This is an optimization exercise on Yosys and OpenROAD, whose aim is small area, not a production implementation. Function was checked by simulation only, so behaviour that the tests miss may differ from the original. Power is estimated from default activity; no workload was simulated.

### flow/design.v
module adb_device (
    input  wire        clk,
    input  wire        rst_n,           
    input  wire        adb_in,          
    output wire        adb_drive_low,   
    input  wire        key_valid,       
    input  wire [7:0]  key_data,
    input  wire        mouse_valid,     
    input  wire [15:0] mouse_dx,
    input  wire [15:0] mouse_dy,
    input  wire        mouse_button,
    output reg  [7:0]  ctr_poll,
    output reg  [7:0]  ctr_talk_resp,
    output reg  [7:0]  ctr_bus_err,
    output reg  [7:0]  ctr_key_drop,
    output reg  [3:0]  last_bus_error
);
    localparam P_IDLE      = 4'd0;
    localparam P_WAIT_FALL = 4'd1;
    localparam P_ATTN      = 4'd2;
    localparam P_SYNC      = 4'd3;
    localparam P_CMD_LOW   = 4'd4;
    localparam P_CMD_HIGH  = 4'd5;
    localparam P_STOP      = 4'd6;
    localparam P_TALK      = 4'd7;
    localparam P_LWAIT     = 4'd9;
    localparam P_LRX_LOW   = 4'd10;
    localparam P_LRX_HIGH  = 4'd11;
    localparam P_LSTOP     = 4'd12;
    localparam D_NONE  = 2'd0;
    localparam D_KB_R2 = 2'd1;
    localparam D_KB_R3 = 2'd2;
    localparam D_MS_R3 = 2'd3;
    localparam D_POP1  = 2'd1;      
    localparam D_POP2  = 2'd2;      
    reg [3:0]  phase;
    reg        lastv;       
    reg [11:0] run;         
    reg [6:0]  offs;        
    reg [4:0]  nbits;       
    reg [15:0] shreg;       
    reg        srq;
    reg [1:0]  dest;
    reg [3:0]  kb_address;
    reg [7:0]  kb_handler;
    reg [15:0] kb_register2;
    reg [7:0]  slot [0:33];  
    reg [5:0]  wp;          
    reg [5:0]  rp;          
    reg [5:0]  last;        
    reg [3:0]  ms_address;
    reg [7:0]  ms_handler;
    reg [31:0] ms_accum_dx;
    reg [31:0] ms_accum_dy;
    reg        ms_button_pressed;
    reg        ms_button_changed;
    wire v  = adb_in;
    wire rs = !rst_n;
    function [31:0] add32;
        input [31:0] a;
        input [31:0] b;
        input        cin;
        reg          c;
        integer      k;
        begin
            c = cin;
            for (k = 0; k < 32; k = k + 1) begin
                add32[k] = a[k] ^ b[k] ^ c;
                c        = (a[k] & b[k]) | (c & (a[k] ^ b[k]));
            end
        end
    endfunction
    function [31:0] inc32;
        input [31:0] a;
        input        cin;
        reg          c;
        integer      k;
        begin
            c = cin;
            for (k = 0; k < 32; k = k + 1) begin
                inc32[k] = a[k] ^ c;
                c        = a[k] & c;
            end
        end
    endfunction
    function [31:0] incdec32;
        input [31:0] a;
        input        en;
        input        dec;
        reg          c;
        integer      k;
        begin
            c = en;
            for (k = 0; k < 32; k = k + 1) begin
                incdec32[k] = a[k] ^ c;
                c           = (a[k] ^ dec) & c;
            end
        end
    endfunction
    wire tx_on   = (nbits[4:1] != 4'd0);                  
    wire tx_bit  = (nbits == 5'd2) | shreg[15];
    wire tx_low  = tx_bit ? (offs < 7'd35) : (offs < 7'd65);
    assign adb_drive_low = rst_n &&
                           (((phase == P_STOP) && srq && (run < 12'd300)) ||
                            ((phase == P_TALK) && tx_on && tx_low));
    wire        lowrun_2799 = !v && !lastv && (run == 12'd2799);
    wire        pending_kb = !last[5];
    wire        pending_ms = (ms_accum_dx != 32'd0) || (ms_accum_dy != 32'd0) ||
                             ms_button_changed;
    wire [3:0]  addr   = shreg[7:4];
    wire        hit_kb = (addr == kb_address);
    wire        hit_ms = !hit_kb && (addr == ms_address);
    wire        latch_srq = hit_kb ? pending_ms :
                            hit_ms ? pending_kb : (pending_kb || pending_ms);
    wire        bitval = (run < 12'd50);
    wire dx_pos = !ms_accum_dx[31] && (ms_accum_dx[30:6] != 25'd0);
    wire dx_neg =  ms_accum_dx[31] && (ms_accum_dx[30:6] != {25{1'b1}});
    wire dy_pos = !ms_accum_dy[31] && (ms_accum_dy[30:6] != 25'd0);
    wire dy_neg =  ms_accum_dy[31] && (ms_accum_dy[30:6] != {25{1'b1}});
    wire [6:0] dx7 = dx_pos ? 7'h3F : dx_neg ? 7'h40 : ms_accum_dx[6:0];
    wire [6:0] dy7 = dy_pos ? 7'h3F : dy_neg ? 7'h40 : ms_accum_dy[6:0];
    wire [7:0]  tap    = slot[32];
    function [5:0] mod34;
        input [5:0] x;
        input [1:0] k;
        reg   [5:0] y;
        begin
            y = add32({26'd0, x}, {30'd0, k}, 1'b0);
            mod34 = (y[5] && (y[1] || y[2])) ? {4'd0, y[2], y[0]} : y;
        end
    endfunction
    reg [3:0]  n_phase;
    reg [6:0]  n_offs;
    reg [4:0]  n_nbits;
    reg [15:0] n_shreg;
    reg        n_srq;
    reg [1:0]  n_dest;
    reg        kb_rst, ms_rst, kb_flush, ms_flush;
    reg        kb_pop, ms_pop;
    reg        wr_r2, wr_kb_r3, wr_ms_r3;
    reg        err;
    reg [3:0]  err_code;
    reg        poll, talk_done;
    always @(*) begin
        n_phase   = phase;
        n_offs    = offs;
        n_nbits   = nbits;
        n_shreg   = shreg;
        n_srq     = srq;
        n_dest    = dest;
        kb_rst    = 1'b0;
        ms_rst    = 1'b0;
        kb_flush  = 1'b0;
        ms_flush  = 1'b0;
        kb_pop    = 1'b0;
        ms_pop    = 1'b0;
        wr_r2     = 1'b0;
        wr_kb_r3  = 1'b0;
        wr_ms_r3  = 1'b0;
        err       = 1'b0;
        err_code  = 4'd0;
        poll      = 1'b0;
        talk_done = 1'b0;
        if (lowrun_2799) begin
            kb_rst  = 1'b1;
            ms_rst  = 1'b1;
            n_phase = P_IDLE;
        end else begin
            case (phase)
                P_IDLE: begin
                    if (v) n_phase = P_WAIT_FALL;
                end
                P_WAIT_FALL: begin
                    if (!v) n_phase = P_ATTN;
                end
                P_ATTN: begin
                    if (v) begin
                        if (run >= 12'd560 && run <= 12'd1040) n_phase = P_SYNC;
                        else n_phase = P_WAIT_FALL;
                    end
                end
                P_SYNC: begin
                    if (v) begin
                        if (run >= 12'd95) begin err = 1'b1; err_code = 4'd1; end
                    end else begin
                        n_phase = P_CMD_LOW;
                        n_nbits = 5'd0;
                    end
                end
                P_CMD_LOW: begin
                    if (!v) begin
                        if (run >= 12'd80) begin err = 1'b1; err_code = 4'd2; end
                    end else begin
                        n_shreg = {shreg[14:0], bitval};
                        n_nbits = inc32({27'd0, nbits}, 1'b1);
                        n_phase = P_CMD_HIGH;
                    end
                end
                P_CMD_HIGH: begin
                    if (v) begin
                        if (run >= 12'd80) begin err = 1'b1; err_code = 4'd3; end
                    end else if (nbits[3] == 1'b0) begin
                        n_phase = P_CMD_LOW;
                    end else begin
                        n_srq   = latch_srq;
                        n_phase = P_STOP;
                    end
                end
                P_STOP: begin
                    if (!v) begin
                        if (run >= 12'd315) begin err = 1'b1; err_code = 4'd4; end
                    end else begin
                        poll    = 1'b1;
                        n_phase = P_WAIT_FALL;
                        n_offs  = 7'd1;
                        n_nbits = 5'd0;
                        n_dest  = D_NONE;
                        if (hit_kb || hit_ms) begin
                            case (shreg[3:2])
                                2'b00: begin
                                    kb_rst = hit_kb;
                                    ms_rst = hit_ms;
                                end
                                2'b01: begin
                                    kb_flush = hit_kb;
                                    ms_flush = hit_ms;
                                end
                                2'b10: begin
                                    n_phase = P_LWAIT;
                                    n_dest  = hit_ms ? ((shreg[1:0] == 2'd3) ? D_MS_R3 : D_NONE) :
                                              (shreg[1:0] == 2'd2) ? D_KB_R2 :
                                              (shreg[1:0] == 2'd3) ? D_KB_R3 : D_NONE;
                                end
                                default: begin
                                    if (hit_kb) begin
                                        case (shreg[1:0])
                                            2'd0: begin
                                                if (pending_kb) begin
                                                    n_phase = P_TALK;
                                                    n_shreg = 16'h00FF;
                                                    kb_pop  = 1'b1;
                                                    n_dest  = (last[4:0] != 5'd0) ? D_POP2 : D_POP1;
                                                end
                                            end
                                            2'd1: ;
                                            2'd2: begin
                                                n_phase = P_TALK;
                                                n_shreg = kb_register2;
                                            end
                                            default: begin
                                                n_phase = P_TALK;
                                                n_shreg = {4'h6, kb_address, kb_handler};
                                            end
                                        endcase
                                    end else begin
                                        case (shreg[1:0])
                                            2'd0: begin
                                                if (pending_ms) begin
                                                    n_phase = P_TALK;
                                                    n_shreg = {~ms_button_pressed, dy7, 1'b1, dx7};
                                                    ms_pop  = 1'b1;
                                                end
                                            end
                                            2'd3: begin
                                                n_phase = P_TALK;
                                                n_shreg = {4'h6, ms_address, ms_handler};
                                            end
                                            default: ;
                                        endcase
                                    end
                                end
                            endcase
                        end
                    end
                end
                P_TALK: begin
                    if (!tx_on && dest == D_POP2 && rp == 6'd33)
                        n_shreg[7:0] = tap;
                    if (!tx_on && ((dest == D_POP2 && rp == 6'd0) || (dest == D_POP1 && rp == 6'd33)))
                        n_shreg[15:8] = tap;
                    if (nbits == 5'd19 && offs == 7'd64) begin
                        n_phase   = P_IDLE;
                        talk_done = 1'b1;
                    end
                    if (offs == 7'd99) begin
                        n_offs  = 7'd0;
                        n_nbits = inc32({27'd0, nbits}, 1'b1);
                        if (nbits >= 5'd3)                     
                            n_shreg = {shreg[14:0], 1'b0};
                    end else begin
                        n_offs = inc32({25'd0, offs}, 1'b1);
                    end
                end
                P_LWAIT: begin
                    if (v) begin
                        if (run >= 12'd300) begin err = 1'b1; err_code = 4'd5; end
                    end else begin
                        n_phase = P_LRX_LOW;
                        n_nbits = 5'd0;
                    end
                end
                P_LRX_LOW: begin
                    if (!v) begin
                        if (run >= 12'd80) begin
                            err = 1'b1;
                            err_code = (nbits == 5'd0) ? 4'd6 : 4'd7;
                        end
                    end else if (nbits == 5'd0) begin
                        if (!bitval) begin
                            err = 1'b1; err_code = 4'd6;
                        end else begin
                            n_nbits = 5'd1;
                            n_phase = P_LRX_HIGH;
                        end
                    end else begin
                        n_shreg = {shreg[14:0], bitval};
                        n_nbits = inc32({27'd0, nbits}, 1'b1);
                        n_phase = P_LRX_HIGH;
                    end
                end
                P_LRX_HIGH: begin
                    if (v) begin
                        if (run >= 12'd80) begin err = 1'b1; err_code = 4'd8; end
                    end else if (nbits != 5'd17) begin
                        n_phase = P_LRX_LOW;
                    end else begin
                        n_phase = P_LSTOP;
                    end
                end
                P_LSTOP: begin
                    if (!v) begin
                        if (run >= 12'd80) begin err = 1'b1; err_code = 4'd9; end
                    end else begin
                        wr_r2    = (dest == D_KB_R2);
                        wr_kb_r3 = (dest == D_KB_R3);
                        wr_ms_r3 = (dest == D_MS_R3);
                        n_phase  = P_WAIT_FALL;
                    end
                end
                default: n_phase = P_IDLE;
            endcase
            if (err) n_phase = v ? P_WAIT_FALL : P_IDLE;
        end
    end
    wire addr_ok = (shreg[11:8] != 4'h0) && (shreg[15:8] != 8'hFE);
    wire hndl_ok = (shreg[7:0] != 8'h00) && (shreg[7:0] != 8'hFE);
    wire kb_init = kb_rst || rs;
    wire ms_init = ms_rst || rs;
    wire       kb_clr   = kb_init || kb_flush;
    wire       pop2     = kb_pop && (last[4:0] != 5'd0);
    wire       full     = (last == 6'd31) && !kb_pop && !kb_clr;
    wire       push     = key_valid && !full && rst_n;
    wire [5:0] l_delta  = !kb_pop ? {5'd0, push} :
                          !pop2   ? (push ? 6'h00 : 6'h3F) :
                                    (push ? 6'h3F : 6'h3E);
    wire [5:0] n_last   = kb_clr ? {6{!push}} :
                          add32({26'd0, last}, {26'd0, l_delta}, 1'b0);
    wire [5:0] n_wp     = rs ? 6'd1 : mod34(wp, {push, !push});
    wire [5:0] n_rp     = rs ? 6'd0 : kb_clr ? wp :
                          mod34(rp, {kb_pop, !kb_pop || pop2} + 2'd0);
    wire ms_clr   = ms_init || ms_flush;
    wire ms_valid = mouse_valid && rst_n;
    function [31:0] acc_next;
        input [31:0] acc;
        input        pos, neg, pop, clr, valid;
        input [15:0] d;
        reg   [31:0] base;
        reg   [15:0] dv;
        reg   [31:0] hi;
        reg   [31:0] op;
        begin
            base = (clr || (pop && !pos && !neg)) ? 32'd0 : acc;
            dv   = valid ? d : 16'd0;
            hi   = incdec32({21'd0, dv[15], dv[15:6]}, pop && (pos || neg), pos);
            op   = {{15{hi[10]}}, hi[10:0], dv[5:0]};
            acc_next = add32(base, op, pop && pos);
        end
    endfunction
    wire [31:0] n_acc_dx = acc_next(ms_accum_dx, dx_pos, dx_neg, ms_pop && rst_n, ms_clr, ms_valid, mouse_dx);
    wire [31:0] n_acc_dy = acc_next(ms_accum_dy, dy_pos, dy_neg, ms_pop && rst_n, ms_clr, ms_valid, mouse_dy);
    wire btn_step = ms_init ? 1'b0 : ms_button_pressed;
    wire chg_step = (ms_clr || ms_pop) ? 1'b0 : ms_button_changed;
    wire btn_evt  = ms_valid && (mouse_button != btn_step);
    integer i;
    always @(posedge clk) begin
        for (i = 0; i < 34; i = i + 1)
            slot[i] <= ~((push && wp == i) ? (key_data ^ {8{!i[0]}}) :
                                             slot[(i + 33) % 34]);
    end
    always @(posedge clk) begin
        lastv  <= v || rs;
        run    <= (v != lastv) ? 12'd1 : inc32({20'd0, run}, !(run[11] && run[10]));
        offs   <= n_offs;
        nbits  <= n_nbits;
        shreg  <= n_shreg;
        srq    <= n_srq;
        dest   <= n_dest;
        phase  <= rs ? P_IDLE : n_phase;
        if (kb_init) begin
            kb_address   <= 4'd2;
            kb_handler   <= 8'h02;
            kb_register2 <= 16'hFFFF;
        end else begin
            if (wr_r2) kb_register2 <= shreg;
            if (wr_kb_r3 && addr_ok) kb_address <= shreg[11:8];
            if (wr_kb_r3 && hndl_ok) kb_handler <= shreg[7:0];
        end
        if (ms_init) begin
            ms_address <= 4'd3;
            ms_handler <= 8'h02;
        end else begin
            if (wr_ms_r3 && addr_ok) ms_address <= shreg[11:8];
            if (wr_ms_r3 && hndl_ok) ms_handler <= shreg[7:0];
        end
        last              <= n_last;
        wp                <= n_wp;
        rp                <= n_rp;
        ms_accum_dx       <= n_acc_dx;
        ms_accum_dy       <= n_acc_dy;
        ms_button_pressed <= btn_evt ? mouse_button : btn_step;
        ms_button_changed <= btn_evt | chg_step;
        if (rs) begin
            ctr_poll       <= 8'd0;
            ctr_talk_resp  <= 8'd0;
            ctr_bus_err    <= 8'd0;
            ctr_key_drop   <= 8'd0;
            last_bus_error <= 4'd0;
        end else begin
            ctr_poll      <= inc32({24'd0, ctr_poll}, poll);
            ctr_talk_resp <= inc32({24'd0, ctr_talk_resp}, talk_done);
            ctr_bus_err   <= inc32({24'd0, ctr_bus_err}, err);
            ctr_key_drop  <= inc32({24'd0, ctr_key_drop}, key_valid && full);
            if (err) last_bus_error <= err_code;
        end
    end
endmodule
### flow/flow/run.sh
#!/bin/bash
# The standard layout (standard.sh) with these changes:
#  - synthesis: synth_recipe.tcl unchanged, except that ABC maps the logic
#    with an area-oriented script (flow/abc_area.script: AIG rewriting by
#    deepsyn for 60 s, then area-only standard-cell mapping) in place of the
#    speed script; registers are mapped before ABC and are not touched;
#  - ports are buffered with the smallest buffer (buf_1);
#  - the clock tree uses clkbuf_4 cells driving clusters of at most 10
#    flip-flops, and no dummy loads.
# The flow's full output goes to standard.log in this folder.
set -e
here=$PWD
{
  head -n 1 synth_recipe.tcl
  cat <<EOF
proc abc {args} {
  set i [lsearch \$args -script]
  if {\$i >= 0} { lset args [expr {\$i + 1}] $here/flow/abc_area.script }
  yosys abc {*}\$args
}
EOF
  tail -n +2 synth_recipe.tcl
} > synth_area.tcl
export BUFFER_PORTS_ARGS="-buffer_cell sky130_fd_sc_hd__buf_1"
export CTS_ARGS="-sink_clustering_enable -repair_clock_nets -dont_use_dummy_load -buf_list sky130_fd_sc_hd__clkbuf_4 -sink_clustering_size 10 -sink_clustering_max_diameter 40 -sink_buffer_max_cap_derate 0.7"
bash standard.sh SYNTH_SCRIPT=$here/synth_area.tcl finish > standard.log 2>&1
### flow/flow/abc_area.script
strash
&get -n
&deepsyn -T 60
&put
dch -f
amap -F 4 -A 8
topo
dnsize -c
### flow/standard.sh
#!/bin/bash
# synth_recipe.tcl (not shown) runs the flow's synth.tcl, then flattens the netlist and writes it again
# the make line also repeats each setting of config.mk as NAME=value (left out here)
make -C /OpenROAD-flow-scripts/flow DESIGN_CONFIG=/design/flow/config.mk WORK_HOME=/design/flow/orfs CLKGATE_MAP_FILE= SYNTH_SCRIPT=/design/flow/synth_recipe.tcl "${@:-finish}"
### flow/config.mk
export PLATFORM = sky130hd
export DESIGN_NAME = adb_device
export DESIGN_NICKNAME = adb_device
export VERILOG_FILES = /design/flow/design.v
export SDC_FILE = /design/flow/constraint.sdc
export NUM_CORES = 4
export LEC_CHECK = 0
export CAP_MARGIN = 5
export CORE_MARGIN = 2
export CORE_UTILIZATION = 60
export SLEW_MARGIN = 5
### flow/constraint.sdc
create_clock -name core_clock -period 20.0 [get_ports {clk}]
set_input_delay 4.0000 -clock core_clock [delete_from_list [all_inputs] [get_ports {clk}]]
set_output_delay 4.0000 -clock core_clock [all_outputs]
set_load 0.01 [all_outputs]
==> results.py, run 1 <==
metrics = {
    "clock_network": {
        "cts-root-to-sink-buffers": 3,
        "numCtsBuffers": 58,
        "worstSkewPairLatency_ns": 0.80,
        "worst_setup_hold_path_clk_slew_ns": 0.11,
        "cts.htree.levels": 2,
        "cts-root-buf": "clkbuf_4",
        "cts_num_sinks": 480,
        "hold_buffers": 0,
        "cts_tree": "yes",
        "cts.repair_timing.setup_buffer_count": 0,
        "cts_repair_resize_count": 0,
    },
    "route": {
        "routed_wl_um": 45030,
        "wl_per_cell_um": 18.62,
        "initialDrtViolationCount": 1200,
        "viasPerCell": 5.969,
        "detail_route.first_pass.iterations": 6,
        "route.antenna.remaining_nets": 0,
        "vias": 14430,
        "drcViolationCount": 0,
    },
    "global_routing": {
        "use_met2": 0.4350,
        "grt_use_total": 0.2761,
        "vias_in_the_first_global_route": 14040,
        "grt_overflow_total": 0,
        "grt_antenna_before_repair": 2,
        "gr-max-usage-layer": "met2",
        "largest_net_degree_at_the_start_of_global_routing": 39,
        "groute.layer.met3.usage": 0.04143,
        "global_route_track_usage_on_met1": 0.3960,
        "global_route_wire_length_before_repair_um": 73470,
    },
    "yosys": {
        "syn_inst": 1862,
        "most_area_hungry_cell_type_in_the_yosys_netlist": "dfxtp_1",
        "synth-seq-cells": 480,
        "postSynth.topFlopCell": "dfxtp_1",
        "syn_avg_cell_area_um2": 10.04,
        "synth_top_cell_area_share": 0.4807,
        "syn-cell-area_um2": 18700,
        "synth.yosys.warnings": 2,
        "synth-async-reset-ratio": 0,
        "count_of_different_cell_masters_after_synthesis": 49,
        "seq_area_frac_synth": 0.5305,
        "synth_enable_flop_cells": 31,
        "synth.area.top_cells": "dfxtp_1 (48%), o22ai_1 (11%), fa_1 (7.3%), edfxtp_1 (5.0%), clkinv_1 (4.9%)",
        "mappedNetlistNets": 2043,
    },
    "finish": {
        "drive_gt1_frac": 0.03960,
        "fillerInstances": 2550,
        "most-common-layout-cells": "dfxtp_1 (449), o22ai_1 (315), clkinv_1 (242), nor2_1 (162), nand2_1 (114)",
        "final_nets": 2203,
        "syn_to_final_growth_pct": 7.541,
        "mostFrequentLayoutCell": "dfxtp_1",
    },
    "timing": {
        "final.setup_skew_ns": 0.1620,
        "clock.fmax_mhz": 57.74,
        "max_slew.worst_pin.slew_ns": 1.173,
        "slew_headroom": 0.2182,
        "rsz0062_at_grt": "false",
        "final.min_clock_period_ns": 17.32,
        "fin_tns_setup_ns": 0,
        "maxSlewViolCount": 0,
        "period_share": 0.8659,
        "final-setup-viol-count": 0,
        "hold_viol": 0,
        "final.setup.worst_slack_ns": 2.682,
    },
    "setup_path": {
        "critPathKind": "in -> reg",
        "cp_slowest_stage_delay_ns": 0.60,
        "cp_data_required_time_ns": 20.63,
        "timing.reg2reg.setup_slack_ns": 5.49,
        "setup.worst_path.start_class": "input port",
        "cp_data_arrival_time_ns": 17.95,
        "critPathCaptureType": "register",
        "critical_path_peak_fanout": 9,
        "crit_top_cell": "fa_1",
        "critPathSlowestCell": "nor2_1",
    },
    "pwr": {
        "sw_frac_of_total": 0.2669,
        "power.density_nw_per_um2": 99.13,
        "clockPowerShare": 0.214,
        "p_seq_frac": 0.645,
        "max-vdd-ir-drop_uv": 80.38,
        "power.combinational.fraction": 0.141,
        "netSwitchingPower_mw": 0.5321,
        "leakage_power_total_nw": 7.361,
        "internal_cell_power_mw": 1.461,
        "finalPower_mw": 1.993,
    },
    "placement": {
        "place_congestion": 0.9389,
        "port-buffer-count": 82,
        "pre_cts_slack_ns": 1.991,
        "post-dp-hpwl_um": 31250,
    },
    "flow_run": {
        "maxCapViolations": 0,
    },
    "floorplan": {
        "dieHeight_um": 180.5,
        "placement_rows": 64,
        "fp.dieArea_um2": 32590,
        "floorplan.io_pins": 83,
        "fp.coreArea_um2": 30670,
        "dieWidth_um": 180.5,
        "initial_core_util": 0.6097,
    },
    "min_path": {
        "worstHoldPathType": "reg -> reg",
    },
    "run_status": {
        "outcome": "timing/DRC/antenna clean",
    },
}
routing by layer:
metal | part of all wire | wire, um
met5 | 0 | 0
met4 | 0.025 | 1127
met3 | 0.055 | 2496
met2 | 0.45 | 20420
met1 | 0.47 | 20980
cell families after synthesis:
group / share of synthesized area
adder cells (fa/ha/maj): 0.1176
buffers and inverters: 0.04878
flip-flops: 0.5305
AO/OA/AOI/OAI: 0.1831
AND/OR/NAND/NOR: 0.1200
cells in the mapped netlist, types with 8 or more instances:
master,n
nor2_1,162
ha_1,67
nor3_1,33
nor2b_1,65
o221ai_1,8
nor4_1,21
nand3_1,29
nand4_1,17
fa_1,68
edfxtp_1,31
o22a_1,22
a222oi_1,11
a211oi_1,13
o22ai_1,316
nand2_1,114
a21oi_1,26
dfxtp_1,449
or3_1,18
a31oi_1,11
clkinv_1,242
o21ai_0,65
worst max-delay path, delay by kind of cell:
| family | cells | cell delay [ns] |
|---|---|---|
| compound gates | 3 | 0.53 |
| fa+ha+maj | 32 | 10.85 |
| buf+inv | 6 | 0.95 |
| simple gates | 7 | 1.60 |
per-stage QoR:
stage                     utilization  hold slack, ns  std cells  instance area, um2
final                          0.6557          0.3203       2418               20110
after global routing           0.6557          0.3509       2418               20110
after CTS                      0.6555          0.3259       2416               20100
after detailed placement       0.6413          0.4072       2358               19670
after global placement         0.6413          0.4044       2358               19670
after floorplan                     -          0.4013       1862               18700
state kept, by name, summed over array words and instances (netlist names), 5 cells and up:
name           cells
slot             272
ms_accum_dx       32
ms_accum_dy       32
kb_register2      16
shreg             16
run               12
ctr_bus_err        8
ctr_key_drop       8
ctr_poll           8
ctr_talk_resp      8
kb_handler         8
ms_handler         8
offs               7
last               6
rp                 6
wp                 6
nbits              5
power groups by stage:
stage	Combinational (mW)	Clock (mW)	Sequential, mW
finish	0.280	0.427	1.29
global route	0.318	0.477	1.30
global placement	0.273	0	1.30
floorplan	0.209	0	1.27
detailed placement	0.279	0	1.30
CTS	0.281	0.437	1.28
worst paths after layout:
path / from / endpoint / cells past startpoint
min reg2reg: slot[25][7]$_DFF_P_ / slot[26][7]$_DFF_P_ / 1
min: slot[25][7]$_DFF_P_ / slot[26][7]$_DFF_P_ / 1
max: adb_in / ms_accum_dy[31]$_DFF_P_ / 48
max reg2reg: run[5]$_SDFF_PP0_ / ms_accum_dy[31]$_DFF_P_ / 48
layout make-up:
cell class	instances	area, um2	area share
tap	396	495.5	0.02464
timing repair buffer	101	450.4	0.02240
multi-input combinational	1139	7895	0.3926
sequential	480	9920	0.4933
inverter	242	908.4	0.04517
clock buffer	58	435.4	0.02165
antenna	2	5.005	0.0002489
==> run 2, diff against run 1 <==
--- a/flow/config.mk
+++ b/flow/config.mk
@@ -5,7 +5,7 @@
 export SDC_FILE = /design/flow/constraint.sdc
 export NUM_CORES = 4
 export LEC_CHECK = 0
-export CAP_MARGIN = 5
+export CAP_MARGIN = 20
 export CORE_MARGIN = 2
 export CORE_UTILIZATION = 60
-export SLEW_MARGIN = 5
+export SLEW_MARGIN = 20
==> run 2 against run 1 <==
Power up 0.11%. Via count up 0.29%. Critical path type unchanged. Synthesized area unchanged.
==> results.py, run 2 <==
metrics = {
    "yosys": {
        "synth-async-reset-ratio": 0,
        "synth-seq-cells": 480,
        "synth_enable_flop_cells": 31,
        "seq_area_frac_synth": 0.5305,
        "postSynth.topFlopCell": "dfxtp_1",
        "most_area_hungry_cell_type_in_the_yosys_netlist": "dfxtp_1",
        "syn-cell-area_um2": 18700,
        "yosysMostFrequentCell": "dfxtp_1",
        "mappedNetlistNets": 2043,
        "synth.area.top_cells": "dfxtp_1 (48%), o22ai_1 (11%), fa_1 (7.3%), edfxtp_1 (5.0%), clkinv_1 (4.9%)",
        "count_of_different_cell_masters_after_synthesis": 49,
        "synth.top_cells.by_count": "dfxtp_1 (449), o22ai_1 (316), clkinv_1 (242)",
        "syn_inst": 1862,
        "syn_avg_cell_area_um2": 10.04,
        "synth.yosys.warnings": 2,
        "synth_top_cell_area_share": 0.4807,
    },
    "timing": {
        "maxSlewViolCount": 0,
        "period_share": 0.8659,
        "final-setup-viol-count": 0,
        "final.setup.worst_slack_ns": 2.683,
        "final.min_clock_period_ns": 17.32,
        "clock.fmax_mhz": 57.75,
        "max_slew.worst_pin.slew_ns": 1.179,
        "fin_tns_setup_ns": 0,
        "final.setup_skew_ns": 0.1625,
        "hold_viol": 0,
        "slew_headroom": 0.2040,
        "rsz0062_at_grt": "false",
    },
    "setup_path": {
        "ff2ff_path_depth": 48,
        "critical_path_peak_fanout": 9,
        "cp_slowest_stage_delay_ns": 0.60,
        "setup.worst_path.start_class": "input port",
        "worstReg2RegEnd": "ms_accum_dy[31]$_DFF_P_",
        "crit_top_cell": "fa_1",
        "setup.worst_path.start": "adb_in",
        "critPathSlowestCell": "nor2_1",
        "critPathCaptureType": "register",
        "timing.reg2reg.setup_slack_ns": 5.51,
        "critPathCapture": "ms_accum_dy[31]$_DFF_P_",
        "critical_path.reg2reg.startpoint": "run[5]$_SDFF_PP0_",
        "cp_data_required_time_ns": 20.63,
        "cp_data_arrival_time_ns": 17.95,
        "critPathKind": "in -> reg",
    },
    "route": {
        "route.antenna.remaining_nets": 0,
        "drcViolationCount": 0,
        "viasPerCell": 5.986,
        "vias": 14480,
        "wl_per_cell_um": 18.66,
        "routed_wl_um": 45130,
        "initialDrtViolationCount": 1258,
        "detail_route.first_pass.iterations": 7,
    },
    "pwr": {
        "power.density_nw_per_um2": 99.24,
        "power.combinational.fraction": 0.141,
        "max-vdd-ir-drop_uv": 80.42,
        "finalPower_mw": 1.996,
        "leakage_power_total_nw": 7.363,
        "sw_frac_of_total": 0.2677,
        "p_seq_frac": 0.645,
        "internal_cell_power_mw": 1.461,
        "clockPowerShare": 0.214,
        "netSwitchingPower_mw": 0.5343,
    },
    "finish": {
        "most-common-layout-cells": "dfxtp_1 (449), o22ai_1 (315), clkinv_1 (242), nor2_1 (162), nand2_1 (114)",
        "largest_reg_flops": 272,
        "mostFrequentLayoutCell": "dfxtp_1",
        "drive_gt1_frac": 0.03960,
        "design_area_um2": 20110,
        "final_nets": 2203,
        "largestRegisters": "slot (272), ms_accum_dx (32), ms_accum_dy (32)",
        "finish.utilization": 0.6557,
        "largest-register": "slot",
        "syn_to_final_growth_pct": 7.541,
    },
    "global_routing": {
        "grt_overflow_total": 0,
        "largest_net_degree_at_the_start_of_global_routing": 39,
        "grt_use_total": 0.2761,
        "grt_antenna_before_repair": 2,
        "global_route_wire_length_before_repair_um": 73470,
        "vias_in_the_first_global_route": 14040,
    },
    "placement": {
        "post-dp-hpwl_um": 31250,
        "place_area_um2": 19670,
        "place_congestion": 0.9389,
        "port-buffer-count": 82,
        "pre_cts_slack_ns": 1.991,
    },
    "clock_network": {
        "worstSkewPairLatency_ns": 0.80,
        "cts_repair_resize_count": 0,
        "cts_num_sinks": 480,
        "cts.htree.levels": 2,
        "cts.repair_timing.setup_buffer_count": 0,
        "numCtsBuffers": 58,
        "worst_setup_hold_path_clk_slew_ns": 0.11,
        "hold_buffers": 0,
        "cts-root-buf": "clkbuf_4",
        "cts_tree": "yes",
        "cts-root-to-sink-buffers": 3,
    },
    "floorplan": {
        "fp.dieArea_um2": 32590,
        "floorplan.io_pins": 83,
        "fp.coreArea_um2": 30670,
        "dieWidth_um": 180.5,
        "initial_core_util": 0.6097,
        "dieHeight_um": 180.5,
        "placement_rows": 64,
    },
    "min_path": {
        "worstHoldPathType": "reg -> reg",
    },
    "run_status": {
        "outcome": "timing/DRC/antenna clean",
    },
    "flow_run": {
        "maxCapViolations": 0,
    },
}
==> run 2: worst min-delay path by stage <==
stage | start | endpoint | depth (start not counted)
finish | slot[23][7]$_DFF_P_ | slot[24][7]$_DFF_P_ | 1
floorplan | slot[33][0]$_DFF_P_ | slot[0][0]$_DFF_P_ | 1
global placement | slot[19][4]$_DFF_P_ | slot[20][4]$_DFF_P_ | 1
CTS | slot[23][7]$_DFF_P_ | slot[24][7]$_DFF_P_ | 1
detailed placement | slot[13][0]$_DFF_P_ | slot[14][0]$_DFF_P_ | 1
global route | slot[30][3]$_DFF_P_ | slot[31][3]$_DFF_P_ | 1
==> run 2: logic make-up after synthesis <==
| kind of cell | synth area share |
|---|---|
| AO/OA/AOI/OAI | 0.1831 |
| buffers and inverters | 0.04878 |
| AND/OR/NAND/NOR | 0.1200 |
| flip-flops | 0.5305 |
| adder cells (fa/ha/maj) | 0.1176 |
==> run 2: routing by layer <==
metal | GRT usage | wire (um)
met4 | 0.08355 | 1169
met2 | 0.4350 | 20380
met5 | 0 | 0
met3 | 0.04143 | 2618
met1 | 0.3960 | 20960
==> run 2: power groups by stage <==
stage / clock network [mW] / registers (mW) / logic [mW]
after floorplan: 0 / 1.27 / 0.209
after global placement: 0 / 1.30 / 0.273
after detailed placement: 0 / 1.30 / 0.279
after CTS: 0.437 / 1.28 / 0.281
after global routing: 0.477 / 1.30 / 0.318
final: 0.428 / 1.29 / 0.281
==> run 2: cell type report <==
cell class	instances	area (um2)
inverters	242	908.4
diodes	2	5.005
clock buffers	58	435.4
multi-input cells	1139	7895
repair buffers	101	450.4
well taps	396	495.5
fillers	2550	10560
flip-flops and latches	480	9920
==> run 2: stage by stage <==
stage          instances  hold WS (ns)
6_report            2418        0.3216
3_5_place_dp        2358        0.4072
4_1_cts             2416        0.3259
3_3_place_gp        2358        0.4044
2_1_floorplan       1862        0.4013
5_1_grt             2418        0.3509
==> run 2: critical path, delay by kind of cell <==
family | cells | cell delay (ns)
AO/OA/AOI/OAI | 3 | 0.52
adder cells (fa/ha/maj) | 32 | 10.85
buffers and inverters | 6 | 0.96
AND/OR/NAND/NOR | 7 | 1.60

-- port drivers added, routing unchanged --
No port has a modelled driver above. Below, the same layouts with a new extraction and two added sets of constraints.
Step 1 sets driving cells, clkbuf_16 on the clock port and buf_2 on the other inputs (assumed; they add their load-dependent delay and slew).
Step 2 also shifts input and output timing later by t, the mid clock arrival at the registers, as if the neighbouring blocks saw the same clock.
Three values: no drivers, after step 1, after step 2; two values: the first two.
run	shift t [ns]	setup slack, ns	worst hold slack (ns)	worst setup path after step 2	slew at the worst register clock pin (ns)
run 1	0.776	2.682 / 2.694 / 1.918	0.320 / 0.320 / 0.320	input to register	0.12 / 0.12
run 2	0.776	2.683 / 2.695 / 1.919	0.322 / 0.322 / 0.322	input to register	0.11 / 0.11
After both steps every run listed still meets setup and hold.
